From an optimization exercise on the open Yosys and OpenROAD flow, aimed at small area, a short achievable clock period and few clock cycles; shortcuts taken in it are not production practice. No run shown here included a check of the RTL's function; only the layout flow was run. No activity file was given, so power comes from the tool's default toggle rates.

File: flow/config.mk
export PLATFORM = sky130hd
export DESIGN_NAME = spdy_fhd
export DESIGN_NICKNAME = spdy_fhd
export VERILOG_FILES = /design/flow/design.v
export SDC_FILE = /design/flow/constraint.sdc
export NUM_CORES = 4
export LEC_CHECK = 0
export ABC_CLOCK_PERIOD_IN_PS = 5000
export CAP_MARGIN = 35
export CORE_MARGIN = 2
export CORE_UTILIZATION = 30
export SETUP_SLACK_MARGIN = 4.0
export SLEW_MARGIN = 35
File: flow/constraint.sdc
create_clock -name core_clock -period 10.0 [get_ports {clk}]
set_input_delay 2.0000 -clock core_clock [delete_from_list [all_inputs] [get_ports {clk}]]
set_output_delay 2.0000 -clock core_clock [all_outputs]
set_load 0.01 [all_outputs]
File: flow/design.v
module spdy_fhd #(
    parameter [32:0] BUF_CAP  = 33'd4096,
    parameter [23:0] LEN_CAP  = 24'd2048,
    parameter integer PRI_BITS = 3,
    parameter [7:0]  SS_OFF   = 8'd10,
    parameter [7:0]  SR_OFF   = 8'd4,
    parameter [7:0]  HD_OFF   = 8'd4
) (
    input  wire        clk,
    input  wire        rst,
    input  wire        cmd_valid,
    output wire        cmd_ready,
    input  wire [7:0]  cmd_op,
    input  wire [31:0] cmd_arg,
    output reg         done,
    output reg         mem_en,
    output reg  [31:0] mem_addr,
    input  wire [7:0]  mem_rdata,
    input  wire [5:0]  reg_addr,
    output reg  [31:0] reg_rdata
);
    localparam [7:0] OP_TRYRD  = 8'h01, OP_SEEK   = 8'h06, OP_SETLIM = 8'h07,
                     OP_DECHDR = 8'h10, OP_CLSFY  = 8'h11, OP_XPAY   = 8'h12,
                     OP_SENTRY = 8'h13, OP_DECFRM = 8'h14;
    localparam [2:0] ST_OK = 3'd0, ST_SHORT = 3'd1, ST_MALFORMED = 3'd2,
                     ST_NOHDR = 3'd3, ST_RANGE = 3'd4, ST_BADCMD = 3'd5;
    localparam [3:0] K_DATA = 4'd0, K_SYN_STREAM = 4'd1, K_SYN_REPLY = 4'd2,
                     K_RST_STREAM = 4'd3, K_SETTINGS = 4'd4, K_PING = 4'd6,
                     K_HEADERS = 4'd8, K_UNKNOWN = 4'd15;
    localparam [2:0] M_RDU = 3'd0, M_HDR = 3'd1, M_FRM = 3'd2, M_PAY = 3'd3,
                     M_SE = 3'd4, M_FRM2 = 3'd5, M_SCNT = 3'd6;
    reg [12:0] pos, lim;
    reg [2:0]  st;
    reg        val_ok;
    reg [31:0] val;
    reg        sl_ok;
    reg [12:0] sl_off, sl_len;
    reg        fr_init, fr_v, fr_ctrl;
    reg [30:0] fr_w;                  
    reg [7:0]  fr_flags;
    reg [23:0] fr_len;
    reg        pl_init;
    reg [3:0]  pl_kind;
    reg [31:0] pa;                    
    reg [31:0] pb;                    
    reg [2:0]  pri;
    reg [12:0] rest_off, rest_len;
    reg        se_ok;
    reg [63:0] se;                    
    reg        busy;
    reg [2:0]  mode;
    reg [3:0]  t;
    reg [1:0]  kq;                    
    reg        d8;                    
    reg [55:0] hb;                    
    function [3:0] classify;
        input        c;
        input [15:0] ty;
        begin
            if (!c)
                classify = K_DATA;
            else if (ty[15:4] == 12'd0 &&
                     (ty[3:0] == 4'd1 || ty[3:0] == 4'd2 || ty[3:0] == 4'd3 ||
                      ty[3:0] == 4'd4 || ty[3:0] == 4'd6 || ty[3:0] == 4'd8))
                classify = ty[3:0];
            else
                classify = K_UNKNOWN;
        end
    endfunction
    function [3:0] fix_size;
        input [3:0] k;
        begin
            case (k)
                K_SYN_STREAM: fix_size = SS_OFF[3:0];
                K_SYN_REPLY:  fix_size = SR_OFF[3:0];
                K_RST_STREAM: fix_size = 4'd8;
                K_SETTINGS:   fix_size = 4'd4;
                K_PING:       fix_size = 4'd4;
                K_HEADERS:    fix_size = HD_OFF[3:0];
                default:      fix_size = 4'd0;
            endcase
        end
    endfunction
    function [3:0] read_size;
        input [3:0] k;
        begin
            case (k)
                K_SYN_STREAM: read_size = 4'd9;
                K_RST_STREAM: read_size = 4'd8;
                K_SYN_REPLY, K_SETTINGS, K_PING, K_HEADERS: read_size = 4'd4;
                default:      read_size = 4'd0;
            endcase
        end
    endfunction
    wire [63:0] w64 = {hb, mem_rdata};
    wire [31:0] w32 = w64[31:0];
    reg  [12:0] av;
    wire [12:0] pos8  = pos + 13'd8;
    wire        avnz  = (av != 13'd0);
    wire        av8   = (av[12:3] != 10'd0);
    wire        av9   = av8 && (av[12:4] != 9'd0 || av[2:0] != 3'd0);
    wire [11:0] am8   = av[11:0] - 12'd8;
    assign cmd_ready = !busy;
    wire acc = cmd_valid && !busy;
    wire m_rdu  = busy && (mode == M_RDU);
    wire m_hdr  = busy && (mode == M_HDR);
    wire m_frm  = busy && (mode == M_FRM);
    wire m_pay  = busy && (mode == M_PAY);
    wire m_se   = busy && (mode == M_SE);
    wire m_frm2 = busy && (mode == M_FRM2);
    wire m_scnt = busy && (mode == M_SCNT);
    reg  [3:0] fr_kind;
    wire        d8b   = busy && d8;
    wire [3:0]  pk    = m_scnt ? K_SETTINGS : fr_kind;
    wire [3:0]  prs   = read_size(pk);
    wire [12:0] plen  = m_scnt ? {1'b0, w64[43:32]} : fr_len[12:0];
    wire [12:0] p     = d8b ? pos8 : pos;
    wire [12:0] s8    = {1'b0, w32[8:0], 3'b100};          
    wire        cbad  = (w32[31:9] != 23'd0) || (s8 > plen);
    wire [12:0] fixp  = (pk == K_SETTINGS) ? s8 : {9'd0, fix_size(pk)};
    wire        pay_end = m_pay && (t == ((prs == 4'd0) ? 4'd1 : prs));
    wire        scnt_end = m_scnt && (t == 4'd7);
    wire        xp_short = (fr_len[23:13] != 11'd0) || (fr_len[12:0] > av);
    wire        xp_mal   = (fr_len[23:4] == 20'd0) && (fr_len[3:0] < fix_size(fr_kind));
    wire        xp_go    = fr_v && !xp_short && !xp_mal;
    wire        xp_rd    = (read_size(fr_kind) != 4'd0);
    wire        h_short  = (w64[23:12] != 12'd0) || (w64[11:0] > am8);
    wire [3:0]  hk       = classify(w64[39], w64[23:8]);
    wire        h_mal    = (w64[63:44] == 20'd0) && (w64[43:40] < fix_size(hk));
    wire [13:0] se_room  = {1'b0, lim} - {1'b0, pb[12:0]};
    wire        se_okc   = (pl_kind == K_SETTINGS) && (cmd_arg[31:9] == 23'd0) &&
                           (cmd_arg[8:0] < pa[8:0]) && !se_room[13] &&
                           ({1'b0, cmd_arg[8:0]} < se_room[12:3]);
    wire        is_rdu   = (cmd_op >= 8'h02) && (cmd_op <= 8'h05);
    wire        rdu_ok   = ({10'd0, cmd_op[2:0] - 3'd1} <= av);
    wire        is_hdr = (cmd_op == OP_DECHDR || cmd_op == OP_DECFRM);
    wire        en0 = acc && (((is_rdu || cmd_op == OP_XPAY) && avnz) || (is_hdr && av8));
    wire        tr_short  = (cmd_arg[31:13] != 19'd0) || (cmd_arg[12:0] > av);
    wire        seek_bad  = (cmd_arg[31:13] != 19'd0) || (cmd_arg[12:0] > lim);
    wire        lim_bad   = (cmd_arg[31:13] != 19'd0) || (cmd_arg[12:0] < pos) ||
                            (cmd_arg[12] && cmd_arg[11:0] != 12'd0);
    reg  [4:0]  off;
    always @(*) begin
        off = 5'd0;
        if (busy) case (mode)
            M_HDR, M_FRM, M_FRM2: off = t[3] ? 5'd8 : {2'b00, t[2:0] + 3'd5};
            M_PAY:  off = {1'b0, t} + {1'b0, d8, 3'b000};
            M_SCNT: off = {1'b0, t} + 5'd5;
            default: off = {1'b0, t};
        endcase
    end
    wire [12:0] a_b   = m_se ? pb[12:0] : pos;
    wire [12:0] a_o   = m_se ? {1'b0, se[8:0], t[2:0]} : {8'd0, off};
    always @(*) begin
        if (!busy && cmd_op[7:5] == 3'd0 && cmd_op[4] && !cmd_op[3] && cmd_op[1:0] == 2'd0)
            mem_addr = {19'd0, pos + 13'd5};
        else
            mem_addr = {19'd0, a_b + a_o};
        if (!busy)
            mem_en = en0;
        else case (mode)
            M_RDU:  mem_en = (t[2:0] < {1'b0, kq} + 3'd1);
            M_HDR, M_FRM2, M_SE: mem_en = !t[3];
            M_FRM:  mem_en = !t[3] || av9;
            M_PAY:  mem_en = (t < prs);
            M_SCNT: mem_en = (t < 4'd7);
            default: mem_en = 1'b0;
        endcase
    end
    reg  [12:0] pos_b;
    wire [12:0] pos_a   = (m_hdr || m_frm2 || d8b) ? pos8 : pos;
    wire [12:0] pos_sum = pos_a + pos_b;
    always @(*) begin
        if (!busy)
            pos_b = (cmd_op == OP_XPAY) ? plen : cmd_arg[12:0];
        else case (mode)
            M_RDU:  pos_b = {10'd0, kq} + 13'd1;
            M_HDR:  pos_b = 13'd0;
            M_FRM2: pos_b = {1'b0, w64[51:40]};
            default: pos_b = plen;
        endcase
    end
    wire        x0   = acc && cmd_op == OP_XPAY && xp_go && !xp_rd;
    wire        pc   = x0 || ((pay_end || scnt_end) && !(pk == K_SETTINGS && cbad));
    wire        rdu_end = m_rdu && (t[2:0] == {1'b0, kq} + 3'd1);
    wire        pos_ld  = (acc && cmd_op == OP_TRYRD && !tr_short) || x0 || rdu_end ||
                          ((m_hdr || m_frm2) && t[3]) ||
                          (pay_end && !(pk == K_SETTINGS && cbad));
    wire        pos_sk  = acc && cmd_op == OP_SEEK && !seek_bad;
    wire        lim_ld  = acc && cmd_op == OP_SETLIM && !lim_bad;
    wire [12:0] pos_nx  = rst ? 13'd0 : pos_sk ? cmd_arg[12:0] : pos_ld ? pos_sum : pos;
    wire [12:0] lim_nx  = rst ? 13'd0 : lim_ld ? cmd_arg[12:0] : lim;
    always @(posedge clk) begin
        hb  <= {hb[47:0], mem_rdata};
        pos <= pos_nx;
        lim <= lim_nx;
        av  <= lim_nx - pos_nx;
        if (rst) begin
            busy    <= 1'b0;
            done    <= 1'b0;
            mode    <= M_RDU;
            t       <= 4'd0;
            kq      <= 2'd0;
            d8      <= 1'b0;
            st      <= ST_OK;
            val_ok  <= 1'b0;
            sl_ok   <= 1'b0;
            fr_init <= 1'b0;
            fr_kind <= K_UNKNOWN;
            fr_v    <= 1'b0;
            pl_init <= 1'b0;
            pl_kind <= K_UNKNOWN;
            se_ok   <= 1'b0;
        end else begin
            done <= 1'b0;
            if (!busy) begin
                t  <= 4'd1;
                d8 <= 1'b0;
                if (cmd_valid) begin
                    st <= ST_OK;
                    case (cmd_op)
                    OP_TRYRD: begin
                        done <= 1'b1;
                        if (tr_short) st <= ST_SHORT;
                        else begin
                            sl_ok  <= 1'b1;
                            sl_off <= pos;
                            sl_len <= cmd_arg[12:0];
                        end
                    end
                    8'h02, 8'h03, 8'h04, 8'h05: begin
                        kq <= cmd_op[1:0] - 2'd2;
                        if (!rdu_ok) begin
                            st   <= ST_SHORT;
                            done <= 1'b1;
                        end else begin
                            busy <= 1'b1;
                            mode <= M_RDU;
                        end
                    end
                    OP_SEEK: begin
                        done <= 1'b1;
                        if (seek_bad) st <= ST_RANGE;
                    end
                    OP_SETLIM: begin
                        done <= 1'b1;
                        if (lim_bad) st <= ST_RANGE;
                    end
                    OP_CLSFY: begin
                        done   <= 1'b1;
                        val_ok <= 1'b1;
                        val    <= {28'd0, classify(cmd_arg[31], cmd_arg[15:0])};
                    end
                    OP_DECHDR, OP_DECFRM: begin
                        if (!av8) begin
                            st   <= ST_SHORT;
                            done <= 1'b1;
                        end else begin
                            busy <= 1'b1;
                            mode <= (cmd_op == OP_DECHDR) ? M_HDR : M_FRM;
                        end
                    end
                    OP_XPAY: begin
                        if (!fr_v) begin
                            st   <= ST_NOHDR;
                            done <= 1'b1;
                        end else if (xp_short) begin
                            st   <= ST_SHORT;
                            done <= 1'b1;
                        end else if (xp_mal) begin
                            st   <= ST_MALFORMED;
                            done <= 1'b1;
                        end else if (!xp_rd) begin
                            fr_v <= 1'b0;
                            done <= 1'b1;
                        end else begin
                            busy <= 1'b1;
                            mode <= M_PAY;
                        end
                    end
                    OP_SENTRY: begin
                        t <= 4'd0;
                        if (!se_okc) begin
                            st   <= ST_RANGE;
                            done <= 1'b1;
                        end else begin
                            se[8:0] <= cmd_arg[8:0];
                            busy    <= 1'b1;
                            mode    <= M_SE;
                        end
                    end
                    default: begin
                        st   <= ST_BADCMD;
                        done <= 1'b1;
                    end
                    endcase
                end
            end else begin
                t <= t + 4'd1;
                case (mode)
                M_RDU: begin
                    if (t[2:0] == {1'b0, kq} + 3'd1) begin
                        val_ok <= 1'b1;
                        val    <= w32 & {{8{kq == 2'd3}}, {8{kq >= 2'd2}},
                                         {8{kq != 2'd0}}, 8'hff};
                        busy   <= 1'b0;
                        done   <= 1'b1;
                    end
                end
                M_HDR, M_FRM2: begin
                    if (t[3]) begin
                        fr_init  <= 1'b1;
                        fr_kind  <= hk;
                        fr_v     <= (mode == M_HDR);
                        fr_len   <= w64[63:40];
                        fr_ctrl  <= w64[39];
                        fr_w     <= w64[38:8];
                        fr_flags <= w64[7:0];
                        busy     <= 1'b0;
                        done     <= 1'b1;
                    end
                end
                M_FRM: begin
                    if (t == 4'd3 && h_short) begin
                        st   <= ST_SHORT;
                        busy <= 1'b0;
                        done <= 1'b1;
                    end
                    if (t[3]) begin
                        if (h_mal) begin
                            st   <= ST_MALFORMED;
                            busy <= 1'b0;
                            done <= 1'b1;
                        end else if (hk == K_SETTINGS) begin
                            d8   <= 1'b1;
                            mode <= M_SCNT;
                            t    <= 4'd0;
                        end else begin
                            fr_init  <= 1'b1;
                            fr_kind  <= hk;
                            fr_v     <= 1'b0;
                            fr_len   <= w64[63:40];
                            fr_ctrl  <= w64[39];
                            fr_w     <= w64[38:8];
                            fr_flags <= w64[7:0];
                            d8   <= 1'b1;
                            mode <= M_PAY;
                            t    <= 4'd1;
                        end
                    end
                end
                M_PAY: begin
                    if (t == 4'd4 && pk != K_SETTINGS)
                        pa <= {w32[31] & (pk == K_RST_STREAM || pk == K_PING), w32[30:0]};
                    if (t == 4'd8)
                        pb <= w32;
                    if (t == 4'd9)
                        pri <= w32[7:5];
                    if (pay_end) begin
                        busy <= 1'b0;
                        done <= 1'b1;
                        if (pk == K_SETTINGS && cbad)
                            st <= ST_MALFORMED;
                        else begin
                            fr_v <= 1'b0;
                        end
                    end
                end
                M_SCNT: begin
                    if (scnt_end) begin
                        if (cbad) begin
                            st   <= ST_MALFORMED;
                            busy <= 1'b0;
                            done <= 1'b1;
                        end else begin
                            d8   <= 1'b0;
                            mode <= M_FRM2;
                            t    <= 4'd0;
                        end
                    end
                end
                M_SE: begin
                    if (t[3]) begin
                        se_ok <= 1'b1;
                        se    <= w64;
                        busy  <= 1'b0;
                        done  <= 1'b1;
                    end
                end
                default: busy <= 1'b0;
                endcase
            end
            if (pc) begin
                pl_init  <= 1'b1;
                pl_kind  <= pk;
                rest_off <= p + fixp;
                rest_len <= plen - fixp;
                if (pk == K_SETTINGS) begin
                    pa <= w32;
                    pb <= {19'd0, p + 13'd4};
                end else if (read_size(pk) == 4'd0)
                    pa <= {1'b0, fr_w};
            end
        end
    end
    wire [63:0] ra;
    genvar gi;
    generate for (gi = 0; gi < 64; gi = gi + 1) begin : g_ra
        assign ra[gi] = (reg_addr == gi);
    end endgenerate
    wire fr_c = fr_init && fr_ctrl;
    wire fr_d = fr_init && !fr_ctrl;
    wire k_ss = (pl_kind == K_SYN_STREAM);
    wire k_rs = (pl_kind == K_RST_STREAM);
    wire k_st = (pl_kind == K_SETTINGS);
    wire k_pg = (pl_kind == K_PING);
    wire k_sid = (pl_kind == K_DATA) || k_ss || (pl_kind == K_SYN_REPLY) ||
                 k_rs || (pl_kind == K_HEADERS);
    wire fr_over = fr_init && ((fr_len[23:12] != 12'd0) ||
                               (fr_len[11] && fr_len[10:0] != 11'd0));
    wire s_pa = (ra[16] && k_sid) || (ra[20] && k_pg) || (ra[21] && k_st);
    wire s_pb = (ra[17] && k_ss) || (ra[19] && k_rs) || (ra[22] && k_st);
    wire [31:0] pb_r = {pb[31] & k_rs, pb[30:13], pb[12:0]};
    always @(*) begin
        reg_rdata =
            ({32{ra[0]}}  & {19'd0, pos}) |
            ({32{ra[1]}}  & {19'd0, lim}) |
            ({32{ra[2]}}  & {29'd0, st}) |
            ({32{ra[3]  && val_ok}} & val) |
            ({32{ra[4]  && sl_ok}}  & {19'd0, sl_off}) |
            ({32{ra[5]  && sl_ok}}  & {19'd0, sl_len}) |
            ({32{ra[6]}}  & {31'd0, fr_c}) |
            ({32{ra[7]  && fr_c}}   & {17'd0, fr_w[30:16]}) |
            ({32{ra[8]  && fr_c}}   & {16'd0, fr_w[15:0]}) |
            ({32{ra[9]  && fr_d}}   & {1'b0, fr_w}) |
            ({32{ra[10] && fr_init}} & {24'd0, fr_flags}) |
            ({32{ra[11] && fr_init}} & {8'd0, fr_len}) |
            ({32{ra[12]}} & {28'd0, fr_kind}) |
            ({32{ra[13]}} & {31'd0, fr_over}) |
            ({32{ra[14]}} & {31'd0, fr_v}) |
            ({32{ra[15]}} & {28'd0, pl_kind}) |
            ({32{s_pa}} & pa) |
            ({32{s_pb}} & pb_r) |
            ({32{ra[18] && k_ss}}   & {29'd0, pri}) |
            ({32{ra[23] && pl_init}} & {19'd0, rest_off}) |
            ({32{ra[24] && pl_init}} & {19'd0, rest_len}) |
            ({32{ra[25] && se_ok}}  & {24'd0, se[63:56]}) |
            ({32{ra[26] && se_ok}}  & {8'd0, se[55:32]}) |
            ({32{ra[27] && se_ok}}  & se[31:0]);
    end
endmodule
File: flow/run.sh
#!/bin/bash
# synth_recipe.tcl (not shown) runs the flow's synth.tcl, then flattens the netlist and writes it again
# the make line also repeats each setting of config.mk as NAME=value (left out here)
make -C /OpenROAD-flow-scripts/flow DESIGN_CONFIG=/design/flow/config.mk WORK_HOME=/design/flow/orfs CLKGATE_MAP_FILE= SYNTH_SCRIPT=/design/flow/synth_recipe.tcl finish
==> results of run 1 <==
-- power groups by stage --
stage | registers, mW | logic, mW | clock network (mW)
6_report | 1.85 | 0.234 | 1.76
5_1_grt | 1.85 | 0.251 | 1.82
4_1_cts | 1.85 | 0.220 | 1.75
3_5_place_dp | 1.88 | 0.207 | 0
3_3_place_gp | 1.88 | 0.205 | 0
2_1_floorplan | 1.86 | 0.113 | 0
-- cell usage after synthesis (29+ instances only) --
| master | n | area, um2 |
|---|---|---|
| a21o_1 | 50 | 375 |
| a21oi_1 | 175 | 876 |
| a221o_1 | 29 | 290 |
| a222oi_1 | 55 | 551 |
| a22oi_1 | 35 | 263 |
| and2_1 | 29 | 181 |
| and3_1 | 29 | 181 |
| clkbuf_1 | 94 | 353 |
| dfxtp_1 | 124 | 2480 |
| edfxtp_1 | 279 | 8380 |
| ha_1 | 186 | 2330 |
| inv_1 | 138 | 518 |
| mux2i_1 | 71 | 711 |
| nand2_1 | 255 | 957 |
| nand3_1 | 59 | 295 |
| nand4_1 | 40 | 250 |
| nor2_1 | 192 | 721 |
| nor2b_1 | 34 | 213 |
| nor3_1 | 62 | 310 |
| nor4_1 | 33 | 206 |
| o21ai_0 | 134 | 671 |
| xnor2_1 | 76 | 666 |
| xor2_1 | 29 | 254 |
-- worst paths after layout --
path	from	to	slack, ns
setup / recovery	t[0]	mem_addr[11]	3.89
hold / removal	hb[44]	hb[52]	0.40
setup reg to reg	busy	av[12]	3.98
hold reg to reg	hb[44]	hb[52]	0.40
-- per-layer routing --
| layer | vias up | global-route usage [%] | part of all wire [%] |
|---|---|---|---|
| li1 | 9873 | - | - |
| met1 | 11000 | 33.5 | 41 |
| met2 | 1357 | 36.7 | 43 |
| met3 | 249 | 5.64 | 11 |
| met4 | 6 | 9.08 | 4.4 |
| met5 | - | 0 | 0.044 |
-- cell type report --
| cell class | count | area, um2 | share of cell area (%) |
|---|---|---|---|
| diodes | 2 | 5.00 | 0.0162 |
| clock buffers | 60 | 1240 | 4.03 |
| clock inverters | 22 | 299 | 0.971 |
| inverters | 140 | 547 | 1.78 |
| multi-input cells | 1859 | 13700 | 44.5 |
| flip-flops and latches | 403 | 10900 | 35.4 |
| well taps | 1060 | 1330 | 4.31 |
| repair buffers | 305 | 2790 | 9.06 |
| repair inverters | 1 | 5.00 | 0.0162 |
-- flip-flops by register name (all words and copies together), names as in the netlist, 24 cells and up --
name    flops
pa         32
pb         32
fr_w       31
fr_len     24
se         64
hb         56
val        32
-- repair_timing --
item                       4_1_cts  5_1_grt
setup endpoints to repair       54       48
pin swaps                      127       63
hold buffers                     0        0
hold endpoints to repair         0        0
resized for setup              319       97
cloned                           7        1
setup buffers                  108       25
-- worst reg2reg max path, cell delays in order, from the launching register on --
cell and delay, ns:
dfxtp_4 0.38, buf_4 0.17, buf_4 0.18, and4b_1 0.21
buf_4 0.25, mux2i_1 0.65, ha_4 0.31, nor4bb_1 0.12
mux2_4 0.30, a2111oi_4 0.33, nor4_1 0.08, a211o_2 0.34
o2111a_4 0.37, mux2i_2 0.20, a211oi_2 0.11, ha_1 0.28
fa_1 0.41, nor2b_1 0.16, o21ai_2 0.09, a21boi_2 0.24
o41ai_4 0.09, o21ai_2 0.15, o21ai_1 0.07, nand2b_1 0.09
a21oi_2 0.06, xnor2_1 0.18, xnor2_1 0.09
-- cell families after synthesis --
logic type      after synthesis
fa+ha+maj                   191
simple gates                819
flops                       403
xor+xnor                    105
buf+inv                     274
other cells                   1
mux                          76
compound gates              645
-- through the flow --
stage | power [mW] | util (%)
6_report | 3.84 | 38.2
5_1_grt | 3.92 | 38.2
3_3_place_gp | 2.09 | 33.5
4_1_cts | 3.82 | 37.6
3_5_place_dp | 2.09 | 33.6
2_1_floorplan | 1.97 | -
==> run notes, run 1 <==
In this run the power density over the cells is 125 nW/um2. The flow ran to the end and the layout has no timing, DRC or antenna violations. After detailed routing, the number of vias per cell comes to about 5.8.

In the synthesized netlist, the number of instances is between 2000 and 3000. The final number of setup-violating endpoints is 0. After filler insertion, the fill cell instance count of the layout stands at 7995.

Across the routed clock network, the largest skew measured is 0.0423 ns. Among all flip-flop cells after synthesis, the most frequent one is edfxtp_1. The post-detailed-placement cell area came out at ~27000 um2. The period utilization is about three fifths. The post-layout minimum cycle time came out at 6.11 ns. The final layout contains 3002 nets. The largest fanout on the critical path came out at 5.

The tightest hold path in the finished design has a slack of 0.398 ns. The total CTS buffers is 44. The fraction of final layout cells sized beyond drive strength 1 came out at 18.7%. The clock drives between 400 and 500 sinks. The share of the synthesized area in compound gates (AO/OA/AOI/OAI) came out at about 18%. The fraction of registers with async set/reset is 0%. The share of the yosys chip area belonging to registers is approximately 44%.

The worst setup path is launched from a flip-flop. The worst path meets setup with 3.89 ns of slack. The pin count of the biggest net entering global routing is 65. The number of cell rows is roughly 100. The internal power component is a little under 3 mW. In the final routed layout, each cell accounts on average for about 27 um.

The horizontal die dimension came out at approximately 290 um. The required arrival time at the worst endpoint came out at roughly 8.0 ns. STA classifies the critical path endpoint as an output pin. The area added between synthesis and finish came out at 25.7%.

The critical path contains buffers and inverters numbering 2 combined. For the pin with the worst max-slew slack, the measured transition is 0.938 ns. The number of global-route vias before repair came out at between 20000 and 25000. The floorplan step defined a die boundary enclosing 84000 um2. The number of cells after detailed placement is 3627. The slowest stage of the critical path belongs to the cell nor3_4. The initial core utilization is 30.4%. At the later pin of the worst-skew pair, clock insertion delay measures around 0.62 ns. The overall global routing resource usage is between 20% and 30%.

Clock-pin slew was measured on the worst setup and hold paths at 0.06 ns. The library cell used most frequently in the layout, excluding fill and tap cells, is edfxtp_1. The critical path is of the reg -> out type. The cell family contributing the most delay on the critical path is compound AO/OA/AOI/OAI gates. Sequential cells account for 48.2% of the total power. The simple-gate portion of the synthesized area is 16.2%.

The hold path depth came out at 0. Setup repair after global routing could not meet its margin everywhere. The wire length of the first global-routing pass came out at 149 mm.

The starting DRC count in detailed routing came out at ~3100. At the end of routability-driven placement, the weighted congestion stood at 0.968. The main combinational cell family by area after synthesis is compound AO/OA/AOI/OAI gates. The switching power is 949 uW. The arrival time of the worst setup path is just over 4 ns.

Summed over all layers, the routed wires come to just over 100 mm. The synthesized design contains 279 enable-type register cells. The critical path goes through buf_4 -> ha_4 -> nand2b_1 -> a21oi_1 -> nor3_4 -> ha_4 -> a21oi_2 -> nand2b_4 -> a21boi_2 -> o311a_1 -> o21a_1 -> o21a_1 -> o41a_1 -> xnor2_1 -> o21ai_1 -> buf_2. Headroom to the max-slew limit came out at 36.9%.

The worst setup timing slack at the placement stage came out at around 2.4 ns. The worst ir drop on vdd is approximately 0.00016 V. The number of standard cells in the final layout excluding fillers is 3852. The leakage component of the power came out at about 12 nW. The number of gates on the worst path with buffers counted came out at 16. The number of warnings reported in the yosys synthesis log came out at 1. The final setup TNS came out at 0 ns. The synthesized netlist devotes between 3 and 4% of its cell area to XOR and XNOR gates. The die is about 290 um tall. The detailed-router iteration count before antenna repair came out at 8. The path class of the tightest hold or removal check is reg -> reg.

The cell area after technology mapping came out at ~24000 um2. The library cells used most frequently in the layout, excluding fill and tap cells, are edfxtp_1 (279), nand2_1 (240), nor2_1 (171). Synthesis inferred about 400 register bits. The average cell area after synthesis came out at slightly below 10 um2.

For this run the aggregate overflow at the end of global routing stands at 0. The area share of fa/ha/maj cells after synthesis came out at around a tenth. The total number of vias came out at about 22000. The power share of the combinational group is under 10%. The count of input and output buffers is 104.

The maximum clock frequency came out at about 0.16 GHz. The number of unique standard cell types used by synthesis came out at 90. Summed over all nets, the half-perimeter wirelength after detailed placement is between 70 and 80 mm.

The residual antenna-violating net count after detailed routing came out at 0. The relative contribution of the clock network to total power came out at a little under half. In the routed design, unresolved DRC markers number 0. The final count of hold timing violations is 0. The fraction of power spent switching nets is 24.7%. The maximum buffer depth of the clock tree came out at 3. The clock tree synthesis step divided the H-tree into 2 levels. Counting cells, the worst reg-to-reg path comes to 26. The number of violations of the max-capacitance limit came out at 0.

The multiplexer fraction of the synthesized cell area is under 10%. The post-layout instance area came out at approximately 31000 um2. The number of pins with negative max-slew slack in the final report is 0. The largest stage delay on the critical path came out at 0.42 ns. The master cell of the clock root buffer is clkbuf_16. The floorplan step defined a core boundary enclosing a little over 80000 um2. The count of boundary I/O pins came out at ~120. The number of antenna violations at the first check in global routing came out at 5. TritonCTS built the clock tree.
==> run 2, diff against run 1 <==
--- a/flow/design.v
+++ b/flow/design.v
@@ -30,5 +30,5 @@
     localparam [2:0] M_RDU = 3'd0, M_HDR = 3'd1, M_FRM = 3'd2, M_PAY = 3'd3,
                      M_SE = 3'd4, M_FRM2 = 3'd5, M_SCNT = 3'd6;
-    reg [12:0] pos, lim;
+    reg [12:0] pos;
     reg [2:0]  st;
     reg        val_ok;
@@ -96,9 +96,10 @@
     wire [31:0] w32 = w64[31:0];
     reg  [12:0] av;
+    wire [12:0] lim   = pos + av;
     wire [12:0] pos8  = pos + 13'd8;
+    wire [12:0] am8   = av - 13'd8;
     wire        avnz  = (av != 13'd0);
     wire        av8   = (av[12:3] != 10'd0);
     wire        av9   = av8 && (av[12:4] != 9'd0 || av[2:0] != 3'd0);
-    wire [11:0] am8   = av[11:0] - 12'd8;
     assign cmd_ready = !busy;
     wire acc = cmd_valid && !busy;
@@ -117,13 +118,14 @@
     wire [12:0] p     = d8b ? pos8 : pos;
     wire [12:0] s8    = {1'b0, w32[8:0], 3'b100};          
-    wire        cbad  = (w32[31:9] != 23'd0) || (s8 > plen);
     wire [12:0] fixp  = (pk == K_SETTINGS) ? s8 : {9'd0, fix_size(pk)};
+    wire [13:0] rlen  = {1'b0, plen} - {1'b0, fixp};
+    wire        cbad  = (w32[31:9] != 23'd0) || rlen[13];
     wire        pay_end = m_pay && (t == ((prs == 4'd0) ? 4'd1 : prs));
     wire        scnt_end = m_scnt && (t == 4'd7);
-    wire        xp_short = (fr_len[23:13] != 11'd0) || (fr_len[12:0] > av);
+    wire        xp_short = (fr_len[23:13] != 11'd0) || dif[13];
     wire        xp_mal   = (fr_len[23:4] == 20'd0) && (fr_len[3:0] < fix_size(fr_kind));
     wire        xp_go    = fr_v && !xp_short && !xp_mal;
     wire        xp_rd    = (read_size(fr_kind) != 4'd0);
-    wire        h_short  = (w64[23:12] != 12'd0) || (w64[11:0] > am8);
+    wire        h_short  = (w64[23:12] != 12'd0) || dif[13];
     wire [3:0]  hk       = classify(w64[39], w64[23:8]);
     wire        h_mal    = (w64[63:44] == 20'd0) && (w64[43:40] < fix_size(hk));
@@ -133,11 +135,30 @@
                            ({1'b0, cmd_arg[8:0]} < se_room[12:3]);
     wire        is_rdu   = (cmd_op >= 8'h02) && (cmd_op <= 8'h05);
-    wire        rdu_ok   = ({10'd0, cmd_op[2:0] - 3'd1} <= av);
+    wire        rdu_ok   = !dif[13];
     wire        is_hdr = (cmd_op == OP_DECHDR || cmd_op == OP_DECFRM);
     wire        en0 = acc && (((is_rdu || cmd_op == OP_XPAY) && avnz) || (is_hdr && av8));
-    wire        tr_short  = (cmd_arg[31:13] != 19'd0) || (cmd_arg[12:0] > av);
-    wire        seek_bad  = (cmd_arg[31:13] != 19'd0) || (cmd_arg[12:0] > lim);
-    wire        lim_bad   = (cmd_arg[31:13] != 19'd0) || (cmd_arg[12:0] < pos) ||
-                            (cmd_arg[12] && cmd_arg[11:0] != 12'd0);
+    wire        op_sk = !busy && cmd_op == OP_SEEK;
+    wire        op_sl = !busy && cmd_op == OP_SETLIM;
+    wire        hi8   = busy && (mode == M_HDR || mode == M_FRM || mode == M_FRM2 || d8);
+    reg  [12:0] y;
+    always @(*) begin
+        if (!busy)
+            y = (cmd_op == OP_XPAY) ? fr_len[12:0] :
+                is_rdu ? {10'd0, cmd_op[2:0] - 3'd1} : cmd_arg[12:0];
+        else case (mode)
+            M_RDU:  y = {10'd0, kq} + 13'd1;
+            M_HDR:  y = 13'd0;
+            M_FRM:  y = {1'b0, w64[11:0]};
+            M_FRM2: y = {1'b0, w64[51:40]};
+            default: y = plen;
+        endcase
+    end
+    wire [12:0] dif_a = op_sk ? lim : op_sl ? cmd_arg[12:0] : hi8 ? am8 : av;
+    wire [12:0] dif_b = op_sl ? pos : y;
+    wire [13:0] dif   = {1'b0, dif_a} - {1'b0, dif_b};
+    wire        arg_hi    = (cmd_arg[31:13] != 19'd0);
+    wire        tr_short  = arg_hi || dif[13];
+    wire        seek_bad  = arg_hi || dif[13];
+    wire        lim_bad   = arg_hi || dif[13] || (cmd_arg[12] && cmd_arg[11:0] != 12'd0);
     reg  [4:0]  off;
     always @(*) begin
@@ -168,17 +189,5 @@
         endcase
     end
-    reg  [12:0] pos_b;
-    wire [12:0] pos_a   = (m_hdr || m_frm2 || d8b) ? pos8 : pos;
-    wire [12:0] pos_sum = pos_a + pos_b;
-    always @(*) begin
-        if (!busy)
-            pos_b = (cmd_op == OP_XPAY) ? plen : cmd_arg[12:0];
-        else case (mode)
-            M_RDU:  pos_b = {10'd0, kq} + 13'd1;
-            M_HDR:  pos_b = 13'd0;
-            M_FRM2: pos_b = {1'b0, w64[51:40]};
-            default: pos_b = plen;
-        endcase
-    end
+    wire [12:0] pos_sum = (hi8 ? pos8 : pos) + y;
     wire        x0   = acc && cmd_op == OP_XPAY && xp_go && !xp_rd;
     wire        pc   = x0 || ((pay_end || scnt_end) && !(pk == K_SETTINGS && cbad));
@@ -190,10 +199,9 @@
     wire        lim_ld  = acc && cmd_op == OP_SETLIM && !lim_bad;
     wire [12:0] pos_nx  = rst ? 13'd0 : pos_sk ? cmd_arg[12:0] : pos_ld ? pos_sum : pos;
-    wire [12:0] lim_nx  = rst ? 13'd0 : lim_ld ? cmd_arg[12:0] : lim;
+    wire [12:0] av_nx   = rst ? 13'd0 : (pos_sk || pos_ld || lim_ld) ? dif[12:0] : av;
     always @(posedge clk) begin
         hb  <= {hb[47:0], mem_rdata};
         pos <= pos_nx;
-        lim <= lim_nx;
-        av  <= lim_nx - pos_nx;
+        av  <= av_nx;
         if (rst) begin
             busy    <= 1'b0;
--- a/flow/config.mk
+++ b/flow/config.mk
@@ -6,8 +6,8 @@
 export NUM_CORES = 4
 export LEC_CHECK = 0
-export ABC_CLOCK_PERIOD_IN_PS = 5000
+export ABC_CLOCK_PERIOD_IN_PS = 4000
 export CAP_MARGIN = 35
 export CORE_MARGIN = 2
 export CORE_UTILIZATION = 30
-export SETUP_SLACK_MARGIN = 4.0
+export SETUP_SLACK_MARGIN = 5.0
 export SLEW_MARGIN = 35
==> run 2 against run 1 <==
Net effect:
- design area increased by 11%
- setup slack better by 0.0061 ns
- clock-buffer cell count fell by 7
- via count grew 7.4%
- largest power group unchanged
==> run notes, run 2 <==
The run finished with no timing, DRC or antenna violations. STA classifies the critical path endpoint as a flip-flop. The final setup TNS is 0 ns. The largest area contributor in the netlist is edfxtp_1. Walking the worst path, the cells encountered are buf_8 -> or4_4 -> nor2_4 -> and3_2 -> nand2_1 -> buf_6 -> nand2_1 -> a21oi_1 -> a21oi_2 -> inv_1 -> ha_1 -> nor2b_2 -> o31a_1 -> a31oi_4 -> a21oi_4 -> buf_6 -> a21oi_4 -> o31ai_4 -> a311o_2 -> buf_12 -> buf_12 -> buf_16 -> o21ai_2 -> a21oi_1.

In the final layout, the registers with the most flip-flops are se: 64 flops, hb: 56 flops. The number of pins with negative max-slew slack in the final report came out at 0. Summed over all nets, the switching power comes to about 930 uW.

After the last flow step, the layout net total stands at ~3000. The placer's final routability congestion estimate came out at approximately 0.98. The share of the yosys chip area belonging to registers is 44.5%.

The worst hold path begins at hb[45]. The clock insertion delay at the later pin of the skew report is 0.61 ns. Of the available clock period, the critical path in the final layout requires between 60 and 70%. The pin count of the biggest net entering global routing is 74.

The final routed DRC violation total is 0. For the worst setup path, the data required time is about 10 ns. The starting DRC count in detailed routing came out at roughly 3700. The most common library cell in the layout ignoring fill and taps is nand2_1.

The power density of the placed cells came out at between 100 and 150 nW/um2. The worst setup path is of the in -> reg kind. The internal power component is about 2.9 mW. The die covers roughly 82000 um2. The number of flip-flops and latches in the synthesized netlist is roughly 400. Input and output buffers added on the ports amount to around 100. The library cell with the highest instance count after synthesis is nand2_1. The routed length per instance came out at 28.6 um. The maximum clock frequency came out at ~0.16 GHz. Ranked by flip-flop count, first place goes to se.

The post-detailed-routing wire length came out at roughly 110 mm. The arrival time of the worst setup path is between 6 and 7 ns. The H-tree was split into 2 levels. For this run, the number of Yosys warnings is 1. The number of cell rows came out at around 100.

The area of all sequential standard cells came out at ~11000 um2. The multi-input logic area came out at ~15000 um2. The worst-case clock skew is about 0.038 ns. Counting every instance in the synthesized netlist gives between 2000 and 3000. The total power after layout is ~3.8 mW. The overall global routing resource usage is between 20% and 30%.

The cell area after technology mapping came out at about 24000 um2. The detailed-router iteration count before antenna repair came out at 9. For this run, asynchronously set or reset flops after synthesis account for 0%. The average cell area after synthesis came out at roughly 9.5 um2. The number of vias per cell came out at roughly 6.1. The area added between synthesis and finish is 43.5%. The tree is rooted in a clkbuf_16. At the pin with the least slew margin, the transition time is roughly 0.96 ns. For this configuration, the core starts out at a cell density of a little under a third.

The number of global-route vias before repair came out at ~22000. After clock tree synthesis, the clock-pin slew on the worst setup and hold paths is ~0.06 ns. The die is approximately 290 um tall. The largest stage delay on the critical path came out at between 0.5 and 0.6 ns.

The proportion of netlist area held by the largest area contributor is between 30% and 40%. The number of filler cells placed in the layout is just over 7000. Along the worst path, the maximum fanout reaches 25.

The total CTS buffers came out at between 40 and 50. Cells with a size suffix above 1 make up 33.5% of the layout. Leaving out fill and tap cells, the most frequent cells in the layout are nand2_1 (289), edfxtp_1 (279), buf_4 (205). In this run, the combinational gates consume 6.8% of the power. The post-layout utilization of the core came out at between 40% and 50%. The leakage component of the power is ~13 nW. The HPWL reported at the end of detailed placement came out at around 70 mm. The number of cells after detailed placement came out at 3569. In this run the horizontal extent of the chip is 286 um. The clock passes through at most 3 buffers. The detail route stage leaves a number of antenna-violating nets equal to 0. Summed over all layers, the global routing overflow is 0. The number of antenna violations at the first check in global routing came to 6. The register with the most flip-flops in the layout has between 60 and 70 of them. The worst setup path is launched from an input port. Setup violations remaining at the end of the flow were counted as 0.

The startpoint identified for the worst register-to-register timing path is mode[1]. Synthesis instantiated 93 different standard cells from the library. The post-layout minimum cycle time is 6.10 ns.

The commonest cells after synthesis are nand2_1 (317), edfxtp_1 (279), nor2_1 (199). The worst ir drop on vdd is about 0.00012 V. Setup repair after global routing could not meet its margin everywhere.

The clock drives ~400 sinks. The number of flops mapped to enable cells by yosys is between 200 and 300. For this design the top-level I/O count stands at roughly 120. Tracing the worst setup path back leads to its startpoint at cmd_op[5]. The tightest slew margin relative to the limit came out at around 36%. The final count of hold timing violations is 0.

The number of violations of the max-capacitance limit came out at 0. The total number of vias is about 24000. Sorting the synthesized cells by area gives the leading types as edfxtp_1 (35%), dfxtp_1 (9.3%), ha_1 (6.5%).

The clock tree from TritonCTS is built. The sequential share of power came out at between 40% and 50%. The worst min-delay path category is reg -> reg. The number of standard cells in the final layout excluding fillers is between 3000 and 4000. Net switching is 24.5% of the power.

The relative contribution of the clock network to total power is a little under half. The placeable core region came out at 78700 um2. The wire length of the first global-routing pass came out at 158 mm. For this design, the slowest cell found on the critical path is or4_4. The prevailing post-synth register cell is edfxtp_1.
==> run 2: changes by cell type after synthesis, moves of 18 or more <==
cell       delta
a31oi_1      +20
a21o_1       -20
o2bb2ai_1    +23
nand2_1      +62
a222oi_1     -22
nand3_1      +30
mux2i_1      -20
a221oi_1     +18
a21oi_1      -26
inv_1        -44
ha_1         -62
nand4_1      -19
==> run 2: cell type report <==
type / instances / share of cell area [%]
clock inverter: 25 / 0.975
sequential: 390 / 31.2
antenna: 3 / 0.0220
multi-input combinational: 1895 / 44.6
tap: 1050 / 3.85
timing repair buffer: 468 / 14.9
clock buffer: 53 / 3.44
inverter: 96 / 1.11
==> run 2: logic make-up (layout without fill, tap and decap cells) <==
logic type,count (synthesis),count (layout),synth area share [%]
adders and majority gates,130,130,7.02
other,1,22,0.0158
buffers and inverters,252,642,4.41
DFF,390,390,44.5
xor gates and xnor gates,113,113,4.16
AOI/OAI and AO/OA,692,695,20.3
and+or+nand+nor,869,879,17.1
muxes,59,59,2.52
==> run 2: path summary, 6_finish.rpt <==
kind / end / slack (ns) / cells past startpoint
worst max register to register: pa[9] / 4.16 / 22
worst max-delay path: av[9] / 3.90 / 24
worst min register to register: hb[53] / 0.40 / 0
worst min-delay path: hb[53] / 0.40 / 0
==> run 2: repair_timing <==
item | CTS | global route
setup buffers | 214 | 80
setup endpoints to repair | 212 | 213
hold buffers | 0 | 0
pin swaps | 210 | 165
cloned | 30 | 6
resized for setup | 721 | 225
==> run 2: through the flow <==
step                hold slack, ns  area (um2)  setup WS (ns)
finish                       0.402       34100           3.90
global route                 0.422       34100           3.74
CTS                          0.398       32300           3.99
detailed placement           0.383       26500           2.04
global placement             0.385       26400           1.98
floorplan                    0.357       24600           3.78
==> run 2: critical path, delay by kind of cell <==
family,cells,cell delay (ns)
compound gates,10,1.91
fa+ha+maj,1,0.29
buf+inv,7,0.95
simple gates,6,1.40
==> run 2: power groups by stage <==
stage | logic (mW) | registers [mW] | clock network, mW
after floorplan | 0.118 | 1.81 | 0
after global placement | 0.192 | 1.83 | 0
after detailed placement | 0.194 | 1.83 | 0
after CTS | 0.228 | 1.80 | 1.73
after global routing | 0.269 | 1.80 | 1.78
final | 0.256 | 1.80 | 1.73
==> run 2: per-layer routing <==
metal | track usage, % | vias to the layer above | share of wire, %
li1 | - | 10200 | -
met1 | 33.5 | 11600 | 37
met2 | 39.6 | 1871 | 43
met3 | 7.00 | 484 | 13
met4 | 16.1 | 6 | 7.6
met5 | 0 | - | 0.032
==> run 3, diff against run 2 <==
--- a/flow/design.v
+++ b/flow/design.v
@@ -138,12 +138,13 @@
     wire        is_hdr = (cmd_op == OP_DECHDR || cmd_op == OP_DECFRM);
     wire        en0 = acc && (((is_rdu || cmd_op == OP_XPAY) && avnz) || (is_hdr && av8));
-    wire        op_sk = !busy && cmd_op == OP_SEEK;
-    wire        op_sl = !busy && cmd_op == OP_SETLIM;
+    wire        op_sk = !busy && !cmd_op[4] && cmd_op[2:0] == 3'd6;
+    wire        op_sl = !busy && !cmd_op[4] && cmd_op[2:0] == 3'd7;
     wire        hi8   = busy && (mode == M_HDR || mode == M_FRM || mode == M_FRM2 || d8);
     reg  [12:0] y;
     always @(*) begin
         if (!busy)
-            y = (cmd_op == OP_XPAY) ? fr_len[12:0] :
-                is_rdu ? {10'd0, cmd_op[2:0] - 3'd1} : cmd_arg[12:0];
+            y = cmd_op[4] ? fr_len[12:0] :
+                (cmd_op[2:1] == 2'b01 || cmd_op[2:1] == 2'b10) ? {10'd0, cmd_op[2:0] - 3'd1} :
+                cmd_arg[12:0];
         else case (mode)
             M_RDU:  y = {10'd0, kq} + 13'd1;
@@ -161,21 +162,16 @@
     wire        seek_bad  = arg_hi || dif[13];
     wire        lim_bad   = arg_hi || dif[13] || (cmd_arg[12] && cmd_arg[11:0] != 12'd0);
-    reg  [4:0]  off;
+    reg  [12:0] ma;
+    wire [12:0] pos5  = pos + 13'd5;
+    wire        hdrop = cmd_op[7:5] == 3'd0 && cmd_op[4] && !cmd_op[3] && cmd_op[1:0] == 2'd0;
+    wire        hmode = busy && (mode == M_HDR || mode == M_FRM || mode == M_FRM2);
+    wire [12:0] se_a  = pb[12:0] + {cmd_arg[9:0], 3'b000};
+    wire [12:0] ma_nx = (hmode && t == 4'd2) ? pos :
+                        (hmode && t == 4'd7) ? pos8 :
+                        ((m_frm && t[3] && hk == K_SETTINGS) || scnt_end) ? pos5 :
+                        !busy ? ((cmd_op[4] && cmd_op[0]) ? se_a : mem_addr[12:0] + 13'd1) :
+                        mem_addr[12:0] + 13'd1;
     always @(*) begin
-        off = 5'd0;
-        if (busy) case (mode)
-            M_HDR, M_FRM, M_FRM2: off = t[3] ? 5'd8 : {2'b00, t[2:0] + 3'd5};
-            M_PAY:  off = {1'b0, t} + {1'b0, d8, 3'b000};
-            M_SCNT: off = {1'b0, t} + 5'd5;
-            default: off = {1'b0, t};
-        endcase
-    end
-    wire [12:0] a_b   = m_se ? pb[12:0] : pos;
-    wire [12:0] a_o   = m_se ? {1'b0, se[8:0], t[2:0]} : {8'd0, off};
-    always @(*) begin
-        if (!busy && cmd_op[7:5] == 3'd0 && cmd_op[4] && !cmd_op[3] && cmd_op[1:0] == 2'd0)
-            mem_addr = {19'd0, pos + 13'd5};
-        else
-            mem_addr = {19'd0, a_b + a_o};
+        mem_addr = {19'd0, busy ? ma : hdrop ? pos5 : pos};
         if (!busy)
             mem_en = en0;
@@ -202,4 +198,5 @@
     always @(posedge clk) begin
         hb  <= {hb[47:0], mem_rdata};
+        ma  <= ma_nx;
         pos <= pos_nx;
         av  <= av_nx;
@@ -293,5 +290,4 @@
                             done <= 1'b1;
                         end else begin
-                            se[8:0] <= cmd_arg[8:0];
                             busy    <= 1'b1;
                             mode    <= M_SE;
==> run 3 against run 2 <==
Net effect:
- still clean on timing, DRC and antenna
- clock skew decreased by 0.0058 ns
- critical endpoint is now reg_rdata[0]
- register-to-register slack better by 0.54 ns
- utilization down 0.28 points
- design area rose by 1.6%
- critical path type is now in -> out
==> run notes, run 3 <==
The worst setup path is launched from an input port. The worst-case IR drop observed on VDD is 0.000161 V. Setup violations remaining at the end of the flow were counted as 0. Across all layers, the routed design uses 24300 vias. The leakage component of the power came out at approximately 14 nW. The first global-routing pass estimated 160 mm of wire. The initial core utilization is between 30% and 40%. In the final layout, the registers with the most flip-flops are se: 64 flops, hb: 56 flops.

The required arrival time at the worst endpoint came out at 8.00 ns. The proportion of netlist area held by the largest area contributor is ~34%. The count of boundary I/O pins came out at around 120.

Ranked by flip-flop count, first place goes to se. In this run the tightest slew margin relative to its limit is 35.4%. Among all flip-flop cells after synthesis, the most frequent one is edfxtp_1.

The number of sinks handled by clock tree synthesis is between 400 and 500. In this run, CTS created clock tree buffers numbering 46. The flow ran to the end and the layout has no timing, DRC or antenna violations. The total number of H-tree levels is 2. The post-layout utilization of the core is a little over two fifths. The capture instance of the worst register-to-register path is pos[4]. The die footprint came out at approximately 84000 um2. The library cell with the highest instance count after synthesis is edfxtp_1. In the routed design, unresolved DRC markers number 0. The number of flip-flops in the largest register is 64.

Setup repair after global routing could not meet its margin everywhere. The cell area after technology mapping came out at 24400 um2. In the layout the commonest cells are edfxtp_1 (279), buf_4 (244), nand2_1 (208). The number of cells on the worst reg-to-reg path came out at 27.

The number of filler cells placed in the layout is 7445. The clock slew at the register clock pins of the worst setup and hold paths came out at approximately 0.06 ns. Following the worst setup path forward leads to its endpoint at reg_rdata[0]. In the routed layout, each cell is associated on average with a via count of 6.02.

The number of global-route vias before repair was about 23000. The congestion estimate from routability-driven global placement came to around 1. The startpoint identified for the worst register-to-register timing path is mode[0]. The routed length per instance came out at 29.1 um. For this block, the routed nets add up to between 100 and 150 mm of wire. Across every metal layer, demand over resource in global routing totals about a quarter. Based on the critical path, the design can be clocked at up to around 0.17 GHz. The residual antenna-violating net count after detailed routing is 0. The final setup TNS came out at 0 ns. The number of cell rows came out at about 100. The fraction of registers with async set/reset came out at 0%. The clock insertion delay at the later pin of the skew report came out at between 0.6 and 0.7 ns. The number of flops mapped to enable cells by yosys came out at 279. The largest fanout on the critical path came out at 5. The period utilization came out at a little over 60%.

By count the netlist is led by edfxtp_1 (279), nand2_1 (250), nor2_1 (196). The area added between synthesis and finish came out at 42.3%. The arrival time of the worst setup path came out at around 4 ns.

The count of input and output buffers came out at between 100 and 150. The global-route congestion overflow total came out at 0. The worst setup path is captured at an output pin.

The number of pins with negative max-slew slack in the final report is 0. The worst-case clock skew came out at 0.0326 ns. The hold slack came out at between 0.3 and 0.4 ns.

The worst setup path is of the in -> out kind. The placeable core region is 80500 um2. The number of flip-flops and latches in the synthesized netlist is roughly 400.

The maximum buffer depth of the clock tree came out at 3. The routed design could run at a clock period as short as 6.06 ns. The number of violations of the max-capacitance limit came out at 0. The floorplan die height came out at approximately 290 um.

The number of antenna violations at the first check in global routing came out at 10. The final net count came out at 3122. The power density of the placed cells came out at 116 nW/um2. A synthesized cell averages roughly 10 um2. Leaving out fill and tap cells, the most frequent cell in the layout is edfxtp_1.

The starting DRC count in detailed routing came out at roughly 3300. The number of unique standard cell types used by synthesis came out at 110. The synthesized design spends more area on one cell type than any other, namely edfxtp_1. The actual transition at the worst max-transition pin came out at about 0.97 ns. The post-layout instance area came out at roughly 35000 um2.

The origin of the worst setup path is reg_addr[3]. TritonCTS built the clock tree. The final count of hold timing violations came out at 0. The post-detailed-placement cell area is 27500 um2. The worst min-delay path category is reg -> reg. The detailed-router iteration count before antenna repair came out at 7.

The share of the yosys chip area belonging to registers is 44.5%. The fraction of final layout cells sized beyond drive strength 1 is 32.5%. The instance count of the mapped netlist is 2493. The reg2reg setup slack is 4.70 ns. Entering global routing, the biggest net connects 66 pins.

The HPWL reported at the end of detailed placement is approximately 75 mm. The number of warnings reported in the yosys synthesis log is 1. After synthesis, the cell types taking the most area are edfxtp_1 (34%), dfxtp_1 (10%), ha_1 (6.3%). In this run the clock root is driven by a clkbuf_16.

The horizontal die dimension came out at 289 um.
-- run 3: per-layer routing --
metal,track usage (%),wire length [um],share of wire [%],up-vias
met5,0,49,0.042,-
li1,-,-,-,10300
met2,39.7,50100,43,1770
met3,7.57,15300,13,493
met1,34.6,44000,37,11800
met4,14.6,8140,6.9,8
-- run 3: cell families (layout without fill, tap and decap cells) --
group | Yosys count | in the layout | synth area share, %
buffers and inverters | 246 | 700 | 4.29
flip-flops | 403 | 403 | 44.5
AO/OA/AOI/OAI | 673 | 674 | 19.5
other | 1 | 24 | 0.0154
XOR/XNOR | 130 | 130 | 4.72
adder cells (fa/ha/maj) | 129 | 129 | 6.79
multiplexers | 91 | 91 | 3.77
AND/OR/NAND/NOR | 820 | 829 | 16.4
-- run 3: worst min path at each step --
stage,from,endpoint,slack (ns),depth (start not counted)
global route,hb[33],hb[41],0.39,0
floorplan,hb[2],hb[10],0.36,0
finish,hb[33],hb[41],0.38,0
CTS,hb[33],hb[41],0.38,0
global placement,hb[33],hb[41],0.37,0
detailed placement,hb[33],hb[41],0.38,0
-- run 3: repair_timing --
action,CTS,global route
setup buffers,234,93
endpoints found under the setup margin,205,233
gates cloned,19,7
resized for setup,564,276
hold buffers,0,0
pin swaps,177,167
-- run 3: area by class of cell --
class | instances | area, um2 | area share, %
multi-input cells | 1872 | 15200 | 43.7
flip-flops and latches | 403 | 10900 | 31.3
repair buffers | 513 | 5390 | 15.5
well taps | 1060 | 1330 | 3.82
clock buffers | 54 | 1190 | 3.43
inverters | 101 | 417 | 1.20
clock inverters | 32 | 334 | 0.963
diodes | 5 | 12.5 | 0.0361
-- run 3: through the flow --
step                      instances  power, mW  setup slack (ns)
after global placement         3592       2.18              2.39
final                          4040       4.03              3.94
after CTS                      3935       3.98              4.01
after global routing           4035       4.11              3.97
after detailed placement       3596       2.18              2.27
after floorplan                2511       2.04              4.37
-- run 3: critical path, stage by stage --
cell and delay (ns):
buf_12 0.11, buf_4 0.12, buf_4 0.12, nor4_2 0.65
nand2_1 0.14, a21oi_1 0.18, a31oi_1 0.06, o21ai_2 0.19
a2111o_1 0.28, buf_2 0.20
-- run 3: power by group --
group,internal (mW),total [mW],switching [mW]
sequential,1.81,1.86,0.0487
combinational,0.185,0.426,0.242
clock,0.974,1.75,0.775
==> run 4, diff against run 3 <==
--- a/flow/config.mk
+++ b/flow/config.mk
@@ -6,8 +6,8 @@
 export NUM_CORES = 4
 export LEC_CHECK = 0
-export ABC_CLOCK_PERIOD_IN_PS = 4000
+export ABC_CLOCK_PERIOD_IN_PS = 2500
 export CAP_MARGIN = 35
 export CORE_MARGIN = 2
 export CORE_UTILIZATION = 30
-export SETUP_SLACK_MARGIN = 5.0
+export SETUP_SLACK_MARGIN = 4.0
 export SLEW_MARGIN = 35
==> run 4 against run 3 <==
Net effect:
- still clean
- power is 1.1% lower
- clock power is 3% higher
- clock skew is 0.0013 ns higher
- register-to-register slack worse by 0.56 ns
- via count is 7.4% lower
- global-route usage is 2.2 points lower
- sequential power hardly changed
- synthesized cell count stayed put
- worst hold slack better by 0.0095 ns
- critical path depth stayed put
- critical path type unchanged
- highest routed layer is now met4
==> run notes, run 4 <==
The share of the synthesized netlist area taken by xor and xnor gates is approximately 4.7%. The proportion of netlist area held by the largest area contributor is approximately a third. The initial core utilization came out at between 30 and 40%. In the final layout, the registers with the most flip-flops are se: 64 flops, hb: 56 flops. The slowest stage of the critical path belongs to the cell a222oi_1. The register with the most flip-flops in the layout has 64 of them. By count the netlist is led by edfxtp_1 (279), nand2_1 (250), nor2_1 (196). Among all flip-flop cells after synthesis, the most frequent one is edfxtp_1. The worst setup path is of the in -> out kind. The overall global routing resource usage came out at about a quarter. The residual antenna-violating net count after detailed routing is 0. The largest fanout on the critical path is 4.

The number of pins with negative max-slew slack in the final report came out at 0. The master cell of the clock root buffer is clkbuf_16. The multiplexer fraction of the synthesized cell area came out at about 3.8%.

The number of standard cells in the final layout excluding fillers is between 3000 and 4000. In the post-synthesis netlist, the biggest area contributors are edfxtp_1 (34%), dfxtp_1 (10%), ha_1 (6.3%). The highest metal layer carrying signal wires in the routed design is met4. For this design the static power due to leakage is around 12 nW. The post-layout minimum cycle time is 6.25 ns. The largest stage delay on the critical path came out at about 0.8 ns. The synthesized netlist devotes between 10% and 20% of its cell area to compound gates.

The final count of hold timing violations came out at 0. The placer's final routability congestion estimate came out at 1.00. The tightest slew margin relative to the limit came out at 30.3%. The number of antenna violations at the first check in global routing came to 2. Setup repair after global routing could not meet its margin everywhere. The required arrival time at the worst endpoint is roughly 8.0 ns. TritonCTS built the clock tree. The maximum buffer depth of the clock tree is 3. The count of input and output buffers came out at roughly 100.

The synthesized netlist devotes roughly 16% of its cell area to simple gates. The area added between synthesis and finish is 25.5%. The detailed-router iteration count before antenna repair is 7. After detailed routing, the met2 layer carries ~44 mm of wire. The final net count is between 2000 and 3000. The average cell area after synthesis came out at between 9 and 10 um2. The routed length per instance is about 28 um. After technology mapping, the gate count stands at about 2500. The die footprint is 83600 um2. The final routed DRC violation total is 0. The clock insertion delay at the later pin of the skew report is between 0.6 and 0.7 ns. The largest total area in the synthesized netlist belongs to edfxtp_1. Buffers inserted to repair hold after CTS numbered 0. By area, the combinational part of the netlist is dominated by compound AO/OA/AOI/OAI gates.

After clock tree synthesis, the clock-pin slew on the worst setup and hold paths is 0.06 ns. The cell that appears most often on the critical path is buf_12. The starting DRC count in detailed routing came out at approximately 3100. The post-detailed-routing wire length came out at 105 mm. The worst ir drop on vdd is around 0.00014 V. The HPWL reported at the end of detailed placement is between 70 and 80 mm. The fraction of final layout cells sized beyond drive strength 1 is roughly 18%.

In this run the core area contains between 100 and 150 standard-cell rows. The number of vias per cell is between 5 and 6. The floorplan die height came out at 289 um.

The area share of fa/ha/maj cells after synthesis is 6.79%. The worst setup path is captured at an output pin. The wire length of the first global-routing pass came out at 148 mm. The cell area after technology mapping came out at ~24000 um2. The core region is about 81000 um2.

For the pin with the worst max-slew slack, the measured transition is 1.04 ns. The number of cells after detailed placement is 3599. The total CTS buffers came out at 47. The length of routed met3 wiring is 13.2 mm.

The number of buffers and inverters on the critical path is 3. The count of boundary I/O pins came out at ~120. In the layout the commonest cells are edfxtp_1 (279), nand2_1 (238), nor2_1 (177). Leaving out fill and tap cells, the most frequent cell in the layout is edfxtp_1. The run finished with no timing, DRC or antenna violations.

The total number of H-tree levels came out at 2. The power density of the placed cells came out at 130 nW/um2. The met1 wire length is 41.9 mm. The number of violations of the max-capacitance limit is 0.

The period utilization came out at between 60 and 70%. The library cell with the highest instance count after synthesis is edfxtp_1. The die is 289 um wide. For the final routed database, the setup TNS stands at 0 ns. For this run, the number of Yosys warnings is 1.

Sequential cells were found to cover between 40% and 50% of the synthesized design area. Counting every sink on the clock net gives 403. The type of element launching the critical path is an input port. STA puts the critical path data arrival time at between 4 and 5 ns. Grouping stages by cell kind, the critical path spends the most delay in compound AO/OA/AOI/OAI gates. The worst-case clock skew came out at 0.0339 ns.

The number of flip-flops and latches in the synthesized netlist is approximately 400. The pin count of the biggest net entering global routing is 66. The maximum clock frequency is 0.160 GHz. The tightest min-delay check is of the reg -> reg type. The global-route congestion overflow total came out at 0.

The critical path goes through buf_12 -> nor2b_4 -> nand4_1 -> nor2_2 -> buf_12 -> a222oi_1 -> nand3_1 -> a221oi_2 -> nand3_2 -> buf_6. The number of global-route vias before repair is 20600. The fraction of registers with async set/reset is 0%. Counting flops per register, the top entry is se. The routed layout has around 23000 vias.

The final number of setup-violating endpoints is 0. The number of unique standard cell types used by synthesis is 110. The number of flops mapped to enable cells by yosys is roughly 280.
==> run 4: cell counts after synthesis <==
Identical to the previous run, type by type.
==> run 4: worst reg2reg max path: cells and delay by family (launching register included) <==
| family | cells | cell delay (ns) |
|---|---|---|
| compound gates | 7 | 2.39 |
| buf+inv | 5 | 1.05 |
| simple gates | 6 | 1.04 |
| flops | 1 | 0.78 |
| fa+ha+maj | 1 | 0.35 |
==> run 4: cell families after synthesis <==
family                     after synthesis
adders and majority gates              129
muxes                                   91
other                                    1
and+or+nand+nor                        820
xor gates and xnor gates               130
AOI/OAI and AO/OA                      673
DFF                                    403
buffers and inverters                  246
==> run 4: layout make-up <==
cell class	count	area (um2)
Timing Repair Buffer	296	2830
Sequential cell	403	10900
Antenna cell	3	7.51
Tap cell	1060	1330
Clock inverter	17	254
Clock buffer	70	1370
Inverter	101	392
Multi-Input combinational cell	1864	13600
Fill cell	7847	49900
==> run 4: through the flow <==
| stage | setup slack, ns | util [%] | power [mW] | cell area [um2] | hold WS [ns] |
|---|---|---|---|---|---|
| 5_1_grt | 3.64 | 38.0 | 4.08 | 30600 | 0.402 |
| 2_1_floorplan | 4.02 | - | 2.03 | 24500 | 0.357 |
| 6_report | 3.75 | 38.0 | 3.99 | 30600 | 0.393 |
| 4_1_cts | 3.89 | 36.8 | 3.97 | 29700 | 0.389 |
| 3_3_place_gp | 1.99 | 33.3 | 2.16 | 26800 | 0.388 |
| 3_5_place_dp | 1.97 | 33.4 | 2.16 | 26900 | 0.379 |
==> run 4: where the power goes <==
group	leakage [nW]	internal [mW]	total [mW]	switching (mW)
combinational	8.09	0.123	0.326	0.203
clock	0.773	1.04	1.81	0.765
sequential	3.63	1.81	1.85	0.0435
total	12.5	2.98	3.99	1.01
==> run 4: worst paths after layout <==
check	from	to	slack (ns)	cells past startpoint
min	hb[26]	hb[34]	0.39	0
max	reg_addr[2]	reg_rdata[3]	3.75	10
max reg2reg	mode[0]	pb[1]	4.14	19
min reg2reg	hb[26]	hb[34]	0.39	0
==> run 4: repair_timing <==
item | in CTS | in global routing
buffers inserted | 64 | 58
gates resized for setup | 238 | 115
setup endpoints to repair | 201 | 139
pin swaps | 49 | 49
gates cloned | 1 | 2
==> run 4: layer usage <==
layer | GRT usage, % | vias up
met2 | 35.8 | 1581
met5 | 0 | -
met1 | 33.6 | 10900
met3 | 6.21 | 265
li1 | - | 9799
met4 | 10.8 | 0
==> run 5, diff against run 4 <==
--- a/flow/config.mk
+++ b/flow/config.mk
@@ -6,8 +6,8 @@
 export NUM_CORES = 4
 export LEC_CHECK = 0
-export ABC_CLOCK_PERIOD_IN_PS = 2500
+export ABC_CLOCK_PERIOD_IN_PS = 4000
 export CAP_MARGIN = 35
 export CORE_MARGIN = 2
-export CORE_UTILIZATION = 30
+export CORE_UTILIZATION = 50
 export SETUP_SLACK_MARGIN = 4.0
 export SLEW_MARGIN = 35
==> run 5 against run 4 <==
Net effect:
- cell count is 13% lower
- maximum frequency grew 4.1%
- area after synthesis stayed put
- design area shrank 3.2%
- sequential share of layout area increased by 1.2 points
- clock skew is 0.0044 ns higher
- critical path type unchanged
- largest cell class unchanged
- largest power group unchanged
- highest routed layer is now met5
==> run notes, run 5 <==
The mapped netlist covers between 20000 and 25000 um2. The tightest slew margin relative to the limit came out at between 30% and 40%. The post-detailed-routing wire length is around 110 mm.

Setup violations remaining at the end of the flow were counted as 0. The maximum buffer depth of the clock tree is 3. Traced cell by cell, the critical path runs through buf_4 -> nor2b_4 -> nand4_1 -> nor2_2 -> buf_12 -> a22o_4 -> a221oi_4 -> nand4_1 -> a221o_1 -> clkdlybuf4s15_2. The initial core utilization is around 51%.

The top cell types in the final layout, fill and taps aside, are edfxtp_1 (279), nand2_1 (244), nor2_1 (179). The instance count of the mapped netlist came out at around 2500. Timing would allow up to about 0.17 GHz. The global-route congestion overflow total came out at 0. The detailed-router iteration count before antenna repair came out at 6. Dividing the detail-routed via count by the number of cells gives ~6.8. The worst-path cell with the longest stage delay is a221o_1. The largest stage delay on the critical path is between 0.3 and 0.4 ns.

Ranked by instance count, the synthesized netlist is headed by edfxtp_1 (279), nand2_1 (250), nor2_1 (196). The period utilization came out at roughly three fifths. The buffers plus inverters on the worst setup path came out at 3. The library cell used most frequently in the layout, excluding fill and tap cells, is edfxtp_1. On the final layout, the worst clock skew is roughly 0.038 ns. In this run the static leakage power is around 12 nW. The fraction of final layout cells sized beyond drive strength 1 is around 16%. Sorting the synthesized cells by area gives the leading types as edfxtp_1 (34%), dfxtp_1 (10%), ha_1 (6.3%). The HPWL reported at the end of detailed placement came out at around 76 mm. The number of flops mapped to enable cells by yosys is 279. Routability-driven placement finished with a final weighted congestion of just over 1. Counting instances, the worst hold path has a depth of 0.

The first global-routing pass estimated between 150 and 200 mm of wire. Setup repair after global routing could not meet its margin everywhere. Power spread over the standard cell area amounts to between 100 and 150 nW/um2. The category of the critical setup timing path is in -> out. The met3 track utilization from global routing is under 10%. The total number of vias came out at 22700. Measured along the y axis, the die boundary spans 225 um.

The count of input and output buffers came out at 104. The simple-gate portion of the synthesized area is around 16%. The clock slew at the register clock pins of the worst setup and hold paths is roughly 0.060 ns. The area added between synthesis and finish is 21.5%. edfxtp_1 is the most common cell in the netlist. The final count of hold timing violations is 0. The horizontal die dimension came out at between 200 and 250 um.

The largest registers in the layout are se: 64 flops, hb: 56 flops. In this design, the critical path's most frequently occurring cell is nand4_1. The number of warnings reported in the yosys synthesis log came out at 1. Global routing used 41.3% of the available tracks.

The die footprint is a little over 50000 um2. The type of element launching the critical path is an input port. Summing the areas of all fa, ha and maj instances in the mapped netlist gives around 6.8% of the synthesized area.

In the routed design, unresolved DRC markers number 0. The number of flip-flops in the largest register came out at 64. The run finished with no timing, DRC or antenna violations. The number of unique standard cell types used by synthesis is 110.

The count of boundary I/O pins is roughly 120. The fraction of registers with async set/reset is 0%. The final setup TNS is 0 ns. The number of cell rows came out at 80. The master cell of the clock root buffer is clkbuf_16. The share of the synthesized area in compound gates (AO/OA/AOI/OAI) is between 15 and 20%.

The post-layout utilization of the core came out at a little over 60%. The met1 usage in global routing is a little over half. The top register by number of flip-flops is se. A synthesized cell averages between 9 and 10 um2. The share of the synthesized netlist area taken by xor and xnor gates came out at under 10%. The path class of the tightest hold or removal check is reg -> reg. The number of global-route vias before repair is ~21000. The number of gates on the worst path with buffers counted came out at 10. The post-layout minimum cycle time came out at about 6.0 ns. The number of flip-flops and latches in the synthesized netlist came out at just over 400. For this run, the post-layout net count is 2862. Broken down by cell family, the worst path's largest delay share belongs to compound AO/OA/AOI/OAI gates. The total CTS buffers came out at 46.
## run 5: changes by cell type in the layout (fill, tap and decap cells not counted), moves of 6 or more
cell / previous run / this run
dlymetal6s2s_1: 17 / 8
nand2_1: 238 / 244
clkbuf_1: 13 / 6
buf_12: 22 / 16
buf_4: 151 / 121
dlygate4sd2_1: 22 / 29
## run 5: per-stage QoR
stage | cells | area (um2) | power (mW) | worst slack [ns]
4_1_cts | 3305 | 29200 | 4.00 | 3.88
2_1_floorplan | 2511 | 24500 | 2.03 | 4.02
5_1_grt | 3330 | 29600 | 4.11 | 3.93
3_5_place_dp | 3164 | 26400 | 2.17 | 2.01
6_report | 3332 | 29600 | 4.03 | 4.00
3_3_place_gp | 3159 | 26300 | 2.17 | 2.14
## run 5: report_power, final
| group | switching, mW | internal (mW) |
|---|---|---|
| Sequential | 0.0430 | 1.81 |
| Combinational | 0.205 | 0.120 |
| Clock | 0.780 | 1.07 |
| Total | 1.03 | 3.00 |
## run 5: routing by layer
| metal | vias up | wire (um) |
|---|---|---|
| li1 | 9741 | - |
| met5 | - | 40 |
| met1 | 11000 | 40100 |
| met4 | 6 | 7770 |
| met2 | 1613 | 46000 |
| met3 | 373 | 11500 |
## run 5: area by class of cell
class / instances / area [um2]
fill: 4029 / 18300
multi-input combinational: 1865 / 13500
sequential: 403 / 10900
timing repair buffer: 260 / 2470
clock buffer: 57 / 1260
tap: 615 / 769
inverter: 101 / 398
clock inverter: 29 / 374
antenna: 2 / 5.00
## run 5: repair_timing
| item | 4_1_cts | 5_1_grt |
|---|---|---|
| buffers inserted | 51 | 24 |
| pin swaps | 46 | 27 |
| setup endpoints to repair | 201 | 126 |
| resized for setup | 245 | 62 |
| cloned | 4 | 1 |
## run 5: final timing paths
kind                     from      endpoint
setup / recovery  reg_addr[2]  reg_rdata[5]
hold reg to reg        hb[44]        hb[52]
setup reg to reg      mode[0]         pa[0]
hold / removal         hb[44]        hb[52]
## run 5: kinds of logic after synthesis
logic type	count (synthesis)
mux	91
simple gates	820
xor+xnor	130
flops	403
other cells	1
fa+ha+maj	129
compound gates	673
buf+inv	246
